Context: an optimization exercise on an open-source flow, tuned for small area, a short achievable clock period and few clock cycles per item. The choices shown serve that exercise and are no tape-out recipe. The RTL was checked by simulation tests, not by an equivalence proof against the original design. Power and IR drop assume default switching activity.

v53:
Design twn_core, start of the top module:
module twn_core (
    input  wire        clk,
    input  wire        rst,           
    input  wire        cmd_valid,
    output wire        cmd_ready,
    input  wire [15:0] cmd_cw,
    input  wire [63:0] cmd_a,
    output reg         rsp_valid,
    output reg  [3:0]  rsp_status,
    output wire [63:0] rsp_result
);
Settings: LEC_CHECK=0, ABC_CLOCK_PERIOD_IN_PS=4000, CAP_MARGIN=20, CORE_MARGIN=2, CORE_UTILIZATION=40, SETUP_SLACK_MARGIN=2.5, SLEW_MARGIN=20; clock period 8.0 ns.
standard.sh (not shown) runs the stock make flow with config.mk's settings and CLKGATE_MAP_FILE= SYNTH_SCRIPT=/design/flow/synth_recipe.tcl, a recipe that flattens the netlist after the stock synthesis.
==> flow/flow/run.sh <==
#!/bin/bash
# The standard layout, with the ports buffered by buf_2 cells instead of the
# buffer_ports default. Everything else is the standard flow's own flow (standard.sh).
set -euo pipefail
bash standard.sh "BUFFER_PORTS_ARGS=-buffer_cell sky130_fd_sc_hd__buf_2" finish > orfs_make.log 2>&1
Testbench counts of v53, summed over its fixed seeds: cycles 43,275, commands 43,267.
--- input diff v53..v42 ---
# v53
export LEC_CHECK = 0
export ABC_CLOCK_PERIOD_IN_PS = 4000
export CAP_MARGIN = 20
export CORE_MARGIN = 2
export CORE_UTILIZATION = 40
export SETUP_SLACK_MARGIN = 2.5
export SLEW_MARGIN = 20
create_clock -name core_clock -period 8.0 [get_ports {clk}]
# v42
export LEC_CHECK = 0
export ABC_CLOCK_PERIOD_IN_PS = 4000
export CAP_MARGIN = 20
export CORE_MARGIN = 2
export CORE_UTILIZATION = 40
export SETUP_SLACK_MARGIN = 2.8
export SLEW_MARGIN = 20
create_clock -name core_clock -period 8.0 [get_ports {clk}]
v42: all stages complete, timing, DRC and antenna checks passed. Final non-filler cell total went up by a few percent going from v53 to v42. Comparing v53 and v42, power consumed by the clock network is lower on v53. Pre-CTS worst setup slack: v42 vs v53 up 170 ps. Compared with v53, in v42 flip-flop and latch count has remained practically unchanged, design area has increased, share of total power in sequential cells has decreased, worst slew margin relative to its limit has increased. v42 falls short of v53 in net switching power of the design. Reported for v53 and v42, count of inverters not on the clock network in the layout turned out identical to the last digit. v42 and v53 ended up with roughly the same post-CTS clock slew at the launch and capture registers of the worst setup and hold paths. The total of cells resized after clock tree synthesis of v42 exceeds that of v53 by 115.
Edits applied to the flow inputs when going from v42 to v31:
# v42
export LEC_CHECK = 0
export ABC_CLOCK_PERIOD_IN_PS = 4000
export CAP_MARGIN = 20
export CORE_MARGIN = 2
export CORE_UTILIZATION = 40
export SETUP_SLACK_MARGIN = 2.8
export SLEW_MARGIN = 20
create_clock -name core_clock -period 8.0 [get_ports {clk}]
# v31
export LEC_CHECK = 0
export ABC_CLOCK_PERIOD_IN_PS = 4000
export CAP_MARGIN = 20
export CORE_MARGIN = 2
export CORE_UTILIZATION = 40
export SETUP_SLACK_MARGIN = 2.5
export SLEW_MARGIN = 20
create_clock -name core_clock -period 8.0 [get_ports {clk}]
==> flow/run.sh (new file) <==
#!/bin/bash
# synth_recipe.tcl (not shown) runs the flow's synth.tcl, then flattens the netlist and writes it again
# the make line also repeats each setting of config.mk as NAME=value (left out here)
make -C /OpenROAD-flow-scripts/flow DESIGN_CONFIG=/design/flow/config.mk WORK_HOME=/design/flow/orfs CLKGATE_MAP_FILE= SYNTH_SCRIPT=/design/flow/synth_recipe.tcl finish
removed: flow/flow/run.sh
removed: flow/standard.sh
==> summary.txt <==
The flow did not stop early for v31: all stages ran, and the layout cleared the timing, design-rule and antenna checks. [v31] final core utilization fell 0.41 points relative to v42. Diff v42 -> v31: synthesized cell count was more or less identical, total chip power -3.8%.


Another version of the RTL of twn_core (not shown whole).
Size in the first run: ~3,200 cells after synthesis, about 240 flip-flops, ~150 I/O pins, ~27,000 um^2 of cells after synthesis.
==> flow/config.mk <==
export PLATFORM = sky130hd
export DESIGN_NAME = twn_core
export DESIGN_NICKNAME = twn_core
export VERILOG_FILES = /design/flow/design.v
export SDC_FILE = /design/flow/constraint.sdc
export NUM_CORES = 4
export LEC_CHECK = 0
export ABC_CLOCK_PERIOD_IN_PS = 4000
export CAP_MARGIN = 20
export CORE_MARGIN = 2
export CORE_UTILIZATION = 55
export PLACE_DENSITY = 0.7
export SETUP_SLACK_MARGIN = 2.8
export SLEW_MARGIN = 20
export SYNTH_HIERARCHICAL = 1
==> flow/constraint.sdc <==
create_clock -name core_clock -period 8.0 [get_ports {clk}]
set_input_delay 1.6000 -clock core_clock [delete_from_list [all_inputs] [get_ports {clk}]]
set_output_delay 1.6000 -clock core_clock [all_outputs]
set_load 0.01 [all_outputs]
==> flow/flow/run.sh <==
#!/bin/bash
# The standard layout, with the ports buffered by buf_2 cells instead of the
# buffer_ports default. Everything else is the standard flow's own flow (standard.sh).
set -euo pipefail
bash standard.sh "BUFFER_PORTS_ARGS=-buffer_cell sky130_fd_sc_hd__buf_2" finish > orfs_make.log 2>&1
The baseline ended with an error in global routing (5_1_grt).
Testbench counts at the start, summed over its fixed seeds: cycles 43,275, commands 43,267.
Change:
Settings changed: CORE_UTILIZATION 55 to 40, PLACE_DENSITY 0.7 to not set.
Result:
- This time the run went through all stages and came out clean
- synthesized cell count stays the same
- synthesized area is unchanged


twn_core, a different RTL version from the one above (not shown whole).
For scale: about 250 flip-flops, roughly 150 I/O pins, roughly 0.029 mm² of cells after synthesis.
Settings: LEC_CHECK=0, ABC_CLOCK_PERIOD_IN_PS=4000, CAP_MARGIN=20, CORE_MARGIN=2, CORE_UTILIZATION=35, SETUP_SLACK_MARGIN=2.8, SLEW_MARGIN=20, SYNTH_HIERARCHICAL=1; clock period 8.0 ns.
Scripts as last shown in full above: flow/flow/run.sh
Testbench counts at the start, summed over its fixed seeds: cycles 43,275, commands 43,267.
Rerun with:
CORE_UTILIZATION = 30   (was 35)
After rerunning: Utilization goes down by 5.8 points. Via count went down by 3.5%. Total power went down by about 0.5%. Non-clock buffer count is lower by 10. Cell area stays flat. Count of clock-buffer cells in the layout stays the same. First-iteration DRC count went down by about 20%.
Rerun with:
CORE_UTILIZATION = 35   (was 30)
CTS_BUF_LIST = sky130_fd_sc_hd__clkbuf_8   (was not set)
SETUP_SLACK_MARGIN = 2.9   (was 2.8)
The new run ran to the end with no violations.
Final area rises by 1.5%.
Non-clock buffer count climbs by 31.
Wire length rises by 3.8%.
Worst setup slack is better by 0.052 ns.
Rerun with:
CTS_BUF_LIST = not set   (was sky130_fd_sc_hd__clkbuf_8)
SETUP_SLACK_MARGIN = 3.1   (was 2.9)
- The changed run went through all stages and came out clean
- die area stays the same
- register-to-register slack gets worse by 0.03 ns
- power climbs by 4.0%
- hold slack barely changes
- count of clock-buffer cells in the layout came out lower by 13
- routed wire length went up by 1.9%
- clock skew went up by 0.0071 ns
- sequential power is about the same
- global-route usage went up by 1.1 points
- cell area came out higher by 4.3%
- sequential cell count is unchanged


## rev 12
Another version of the RTL of twn_core (not shown whole).
Size in the first run: ~3500 cells after synthesis, ~150 I/O pins, ~34000 um2 of cells after synthesis.
==> flow/config.mk <==
export PLATFORM = sky130hd
export DESIGN_NAME = twn_core
export DESIGN_NICKNAME = twn_core
export VERILOG_FILES = /design/flow/design.v
export SDC_FILE = /design/flow/constraint.sdc
export NUM_CORES = 4
export LEC_CHECK = 0
export ABC_CLOCK_PERIOD_IN_PS = 4000
export CAP_MARGIN = 20
export CORE_MARGIN = 2
export CORE_UTILIZATION = 55
export PLACE_DENSITY = 0.7
export SETUP_SLACK_MARGIN = 2.8
export SLEW_MARGIN = 20
==> flow/constraint.sdc <==
create_clock -name core_clock -period 8.0 [get_ports {clk}]
set_input_delay 1.6000 -clock core_clock [delete_from_list [all_inputs] [get_ports {clk}]]
set_output_delay 1.6000 -clock core_clock [all_outputs]
set_load 0.01 [all_outputs]
Scripts as last shown in full above: flow/flow/run.sh
Rev 12: no failed stages, no open violations at the end
Testbench counts of rev 12, summed over its fixed seeds: cycles 43,275, commands 43,267.
Input-level comparison between rev 13 and rev 12:
Settings: removing PLACE_DENSITY (formerly 0.7); changing CORE_UTILIZATION from 55 to 40.
==> summary.txt <==
- Both conditions hold for rev 13: the flow ran to the end and the final layout passed the timing, design-rule and antenna checks.
- Going from rev 12 to rev 13, the static leakage was found to have gone up by 0.14 nW.
- Diff rev 12 -> rev 13 | setup slack | decrease of 0.014 ns
- Compare rev 13 and rev 12 | power share of the clock group lower: rev 12
- In the reports for rev 13 and rev 12, the larger minimum clock period belongs to rev 13.
- In rev 13, the number of signal-net inverters in the final layout came out 2 below the value in rev 12.
- Rev 13 reports its master of the slowest instance on the critical path as sky130_fd_sc_hd__xnor2_1 while rev 12 reports sky130_fd_sc_hd__fa_2.
- Going from rev 12 to rev 13, layout buffer count excluding clock buffers grew by a little under 10%.
- NOTE number of clock buffers in the layout rev 12->rev 13 decreased by a few percent


Setup of job 101:
twn_core, a different RTL version from the one above (not shown whole).
For scale: roughly 150 I/O pins, roughly 28000 µm² of cells after synthesis.
==> flow/design.v (excerpt) <==
module twn_core (
    input  wire        clk,
    input  wire        rst,           
    input  wire        cmd_valid,
    output wire        cmd_ready,
    input  wire [15:0] cmd_cw,
    input  wire [63:0] cmd_a,
    output reg         rsp_valid,
    output reg  [3:0]  rsp_status,
    output wire [63:0] rsp_result
);
export LEC_CHECK = 0
export ABC_CLOCK_PERIOD_IN_PS = 4000
export CAP_MARGIN = 20
export CORE_MARGIN = 2
export CORE_UTILIZATION = 35
export SETUP_SLACK_MARGIN = 2.8
export SLEW_MARGIN = 20
export SYNTH_HIERARCHICAL = 1
create_clock -name core_clock -period 8.0 [get_ports {clk}]
Scripts as last shown in full above: flow/flow/run.sh
Job 101 went all the way through synthesis, placement and routing and the layout is clean on timing, DRC and antenna.
Testbench counts of job 101, summed over its fixed seeds: cycles 43,275, commands 43,267.
[inputs] job 105 vs job 101
--- a/flow/config.mk
+++ b/flow/config.mk
@@ -11,3 +11,3 @@
 export CORE_UTILIZATION = 35
-export SETUP_SLACK_MARGIN = 2.8
+export SETUP_SLACK_MARGIN = 3.1
 export SLEW_MARGIN = 20
[summary]
[job 105 vs job 101] final worst-path cycle share: lower in job 105. Looking at minimum clock period, job 105 sits 0.26 ns lower than job 101 does. Of job 105 and job 101, the run reporting the higher total length of routed wires was job 105. On job 105: met2 routed wirelength is 1.4 mm higher than what job 101 gave. Job 105 vs. job 101: part of the total power dissipated in the clock network fell 0.6 points; number of tap instances about even; design area rose about 5%. [compare] base=job 101 new=job 105: post-layout total power went up by 4.1%, number of hold buffers added after cts did not really move.

separate check: timing with driven ports:
The results above use ideal ports. As a check the final layouts listed here were re-extracted and re-timed, cells and wires unchanged.
Step 1: set_driving_cell puts a clkbuf_16 on clk and a buf_2 on each other input, an assumption about the parent block.
Step 2 moves the port delays by t, midway between the first and last clock arrival at a register: inputs arrive t later, outputs are due t later. That takes back most of the time a late clock gives input paths.
Three values: no drivers, after step 1, after step 2; two values: the first two.
run | shift t [ns] | setup slack, ns | worst register clock-pin slew, ns | worst data-port slew with drivers (ns)
v53 | 0.623 | 2.376 / 2.422 / 1.799 | 0.07 / 0.07 | 0.08
v42 | 0.637 | 2.696 / 2.699 / 2.061 | 0.07 / 0.07 | 0.09
v31 | 0.671 | 2.515 / 2.500 / 1.879 | 0.07 / 0.07 | 0.11
the second run of note 2 | 0.672 | 1.935 / 1.590 / 0.918 | 0.08 / 0.08 | 0.48
the first run of note 3 | 0.667 | 2.675 / 2.691 / 2.023 | 0.08 / 0.08 | 0.14
the second run of note 3 | 0.659 | 2.709 / 2.710 / 2.051 | 0.08 / 0.08 | 0.08
the third run of note 3 | 0.718 | 2.761 / 2.786 / 2.068 | 0.08 / 0.08 | 0.14
the fourth run of note 3 | 0.675 | 2.703 / 2.726 / 2.051 | 0.08 / 0.08 | 0.15
rev 12 | 0.665 | 2.760 / 2.751 / 2.127 | 0.07 / 0.07 | 0.06
rev 13 | 0.681 | 2.746 / 2.743 / 2.061 | 0.08 / 0.08 | 0.10
job 101 | 0.628 | 2.619 / 2.664 / 2.036 | 0.07 / 0.07 | 0.08
job 105 | 0.625 | 2.875 / 2.902 / 2.277 | 0.07 / 0.07 | 0.11
After both steps setup and hold are still met in every run listed. The setup slack of the second run of note 2, which loses most, moves by -0.345 ns with the drivers and by -1.017 ns with both steps.
